From an optimization exercise on the open Yosys and OpenROAD flow, aimed at a short achievable clock period and few clock cycles; shortcuts taken in it are not production practice.
Where RTL was checked, it was by simulation tests only, not by an equivalence proof against the original.
Power figures rest on the tool's default switching activity, not on a simulated workload.

## gamma
## mips_core
module mips_core (
    input  wire        clk,
    input  wire        rst,            
    input  wire [31:0] text_base,      
    output wire [31:0] imem_addr,
    input  wire [31:0] imem_rdata,
    output wire [31:0] dmem_addr,
    output wire        dmem_re,
    output wire        dmem_we,
    output wire [3:0]  dmem_wstrb,
    output wire [31:0] dmem_wdata,
    input  wire [31:0] dmem_rdata,
    output wire        retire_valid,
    output wire [31:0] retire_pc,
    output wire        retire_we,      
    output wire [4:0]  retire_rd,
    output wire [31:0] retire_wdata,
    output reg         halted,
    output reg  [3:0]  halt_cause,
    output reg  [31:0] halt_pc
);
clock: 12.5 ns
lec_check: 0
cap_margin: 20
cell_pad_in_sites_detail_placement: 1
cell_pad_in_sites_global_placement: 2
core_margin: 2
core_utilization: 40
place_density: 0.6
slew_margin: 20
standard.sh (not shown) runs the stock make flow with config.mk's settings and CLKGATE_MAP_FILE= SYNTH_SCRIPT=/design/flow/synth_recipe.tcl, a recipe that flattens the netlist after the stock synthesis.
==> flow/flow/run.sh <==
#!/bin/bash
# The standard layout (the standard.sh, unchanged synthesis), with the
# timing repair steps asked to leave SETUP_MARGIN ns of setup slack so that
# they also work on paths far shorter than the clock period.
set -euo pipefail
cd "$(dirname "$0")/.."
SETUP_MARGIN=$(cat flow/setup_margin)
bash standard.sh SETUP_SLACK_MARGIN="$SETUP_MARGIN" finish > make_finish.log 2>&1
==> flow/flow/setup_margin <==
8.5
Input changes introduced in delta (baseline for comparison: gamma):
diff --git a/flow/design.v b/flow/design.v
--- a/flow/design.v
+++ b/flow/design.v
@@ -380,17 +380,17 @@
   wire        e_valid = de_valid && !stop;
   wire [31:0] ea = fa_m ? em_result : de_a;
   wire [31:0] eb = fb_m ? em_result : de_b;
   wire [31:0] es = fs_m ? em_result : de_st;
   wire [31:0] e_simm = {{16{de_imm[15]}}, de_imm};
   wire [31:0] e_bx  = fb_m ? (em_result ^ {32{de_sub}}) : de_bx;
   wire [31:0] e_sum_lo;
   wire        e_sum_c;
-  mips_ks_add #(.W(32)) u_alu_add (.a(ea), .b(e_bx), .cin(de_sub), .sum(e_sum_lo), .cout(e_sum_c));
+  mips_ks_add #(.W(32), .L(6)) u_alu_add (.a(ea), .b(e_bx), .cin(de_sub), .sum(e_sum_lo), .cout(e_sum_c));
   wire [32:0] e_sum = {e_sum_c, e_sum_lo};
   wire        e_ovf = (ea[31] == e_bx[31]) && (e_sum[31] != ea[31]);
   wire        e_lt  = de_sltu ? ~e_sum[32] :
                       ((ea[31] != eb[31]) ? ea[31] : e_sum[31]);
   wire [4:0]  e_sha = de_shv ? ea[4:0] : de_shamt;
   reg  [31:0] e_shin;
   reg  [31:0] e_shrev;
   always @* begin
@@ -409,17 +409,17 @@
       ({32{de_rsel[R_AND]}}  & (ea & eb)) |
       ({32{de_rsel[R_OR]}}   & (ea | eb)) |
       ({32{de_rsel[R_XOR]}}  & (ea ^ eb)) |
       ({32{de_rsel[R_NOR]}}  & ~(ea | eb)) |
       ({32{de_rsel[R_LUI]}}  & {de_imm, 16'd0}) |
       ({32{de_rsel[R_SH]}}   & e_shrev) |
       ({32{de_rsel[R_LINK]}} & de_pc4);
   wire [31:0] e_addr;
-  mips_ks_add #(.W(32)) u_addr_add (.a(ea), .b(e_simm), .cin(1'b0), .sum(e_addr), .cout());
+  mips_ks_add #(.W(32), .L(6)) u_addr_add (.a(ea), .b(e_simm), .cin(1'b0), .sum(e_addr), .cout());
   wire        e_mis  = (de_size == 2'd1 && e_addr[0]) ||
                        (de_size == 2'd2 && e_addr[1:0] != 2'b00);
   wire        e_eq_aa = (de_a == de_st);
   wire        e_eq_ma = (em_result == de_st);
   wire        e_eq_am = (de_a == em_result);
   wire        e_eq    = fa_m ? (fs_m ? 1'b1 : e_eq_ma) : (fs_m ? e_eq_am : e_eq_aa);
   wire        e_azero = fa_m ? (em_result == 32'd0) : (de_a == 32'd0);
   wire        e_le    = ea[31] || e_azero;                 
@@ -553,17 +553,17 @@
   wire        f_j    = (f_ir[31:27] == 5'b00001);                   
   wire        f_jal  = (f_ir[31:26] == 6'h03) ||
                        ((f_ir[31:26] == 6'h00) && (f_ir[5:0] == 6'h09));
   wire        f_jr31 = (f_ir[31:26] == 6'h00) && (f_ir[5:0] == 6'h08) && (f_ir[25:21] == 5'd31);
   wire        f_br   = (f_ir[31:28] == 4'b0001);
   wire        f_brt  = f_br && ((f_ir[27:26] == 2'b01) || f_ir[15]);    
   wire [15:0] f_tlo;
   wire        f_tc;
-  mips_ks_add #(.W(16)) u_br_add (.a(f_pc4[17:2]), .b(f_ir[15:0]), .cin(1'b0),
+  mips_ks_add #(.W(16), .L(5)) u_br_add (.a(f_pc4[17:2]), .b(f_ir[15:0]), .cin(1'b0),
                                   .sum(f_tlo), .cout(f_tc));
   wire [31:0] f_btgt  = {f_pc4[31:18], f_tlo, 2'b00};
   wire        f_bfix  = f_brt && (f_tc != f_ir[15]);
   wire [31:0] f_jtgt  = {f_pc4[31:28], f_ir[25:0], 2'b00};
   wire        f_pt    = f_j || f_jr31 || f_brt;
   wire [31:0] f_next  = f_brt ? f_btgt : f_j ? f_jtgt : f_jr31 ? ras : f_pc4;
   wire        f_acc   = !d_stall;      
   always @(posedge clk) begin
@@ -678,24 +678,23 @@
     mw_cause  <= m_cause;
     mw_pc     <= em_pc;
     mw_rd     <= em_rd;
     if (em_valid)
       mw_result <= m_result;
     mw_wdata  <= m_result;
   end
 endmodule
-module mips_ks_add #(parameter W = 32) (
+module mips_ks_add #(parameter W = 32, parameter L = 6) (   
     input  wire [W-1:0] a,
     input  wire [W-1:0] b,
     input  wire         cin,
     output wire [W-1:0] sum,
     output wire         cout
 );
-  localparam L = $clog2(W + 1);
   wire [W:0] g [0:L];
   wire [W:0] p [0:L];
   assign g[0] = {a & b, cin};
   assign p[0] = {a ^ b, 1'b0};
   genvar l, k;
   generate
     for (l = 0; l < L; l = l + 1) begin : lvl
       for (k = 0; k <= W; k = k + 1) begin : bitk
==> comparison <==
- The final layouts of delta and gamma pass the timing, design-rule and antenna checks.
- Comparing delta against gamma, there is no change at all in wire length of the first global-routing pass.
- Diff gamma -> delta: pin count of the biggest net entering global routing saw little to no change, worst hold margin held, routed length per placed instance level, post-route core utilization stayed essentially flat.
- The part of the power in the clock network was comparable across delta and gamma.
Testbench counts of delta, summed over its fixed seeds: cycles 32,389.
No functional check of the RTL was part of gamma.

-- what the ideal ports hide --
Ports are ideal in the flow. The routed layouts listed here were re-timed in OpenROAD.
Step 1 assumes that a clkbuf_16 drives the clock port and a buf_2 every other input.
Step 2 times the ports against the registers' clock, not the clock port: input delays grow and output delays shrink by t, the midpoint of the rising clock arrivals with the driver on.
Three values: no drivers, after step 1, after step 2; two values: the first two.
run | t (ns) | setup WS [ns] | hold slack, ns | worst slew at a driven data input, ns
gamma | 1.065 | 8.235 / 8.124 / 7.200 | 0.318 / 0.318 / 0.318 | 0.41
delta | 1.065 | 8.235 / 8.124 / 7.200 | 0.318 / 0.318 / 0.318 | 0.41
After both steps setup and hold are still met in every run listed.
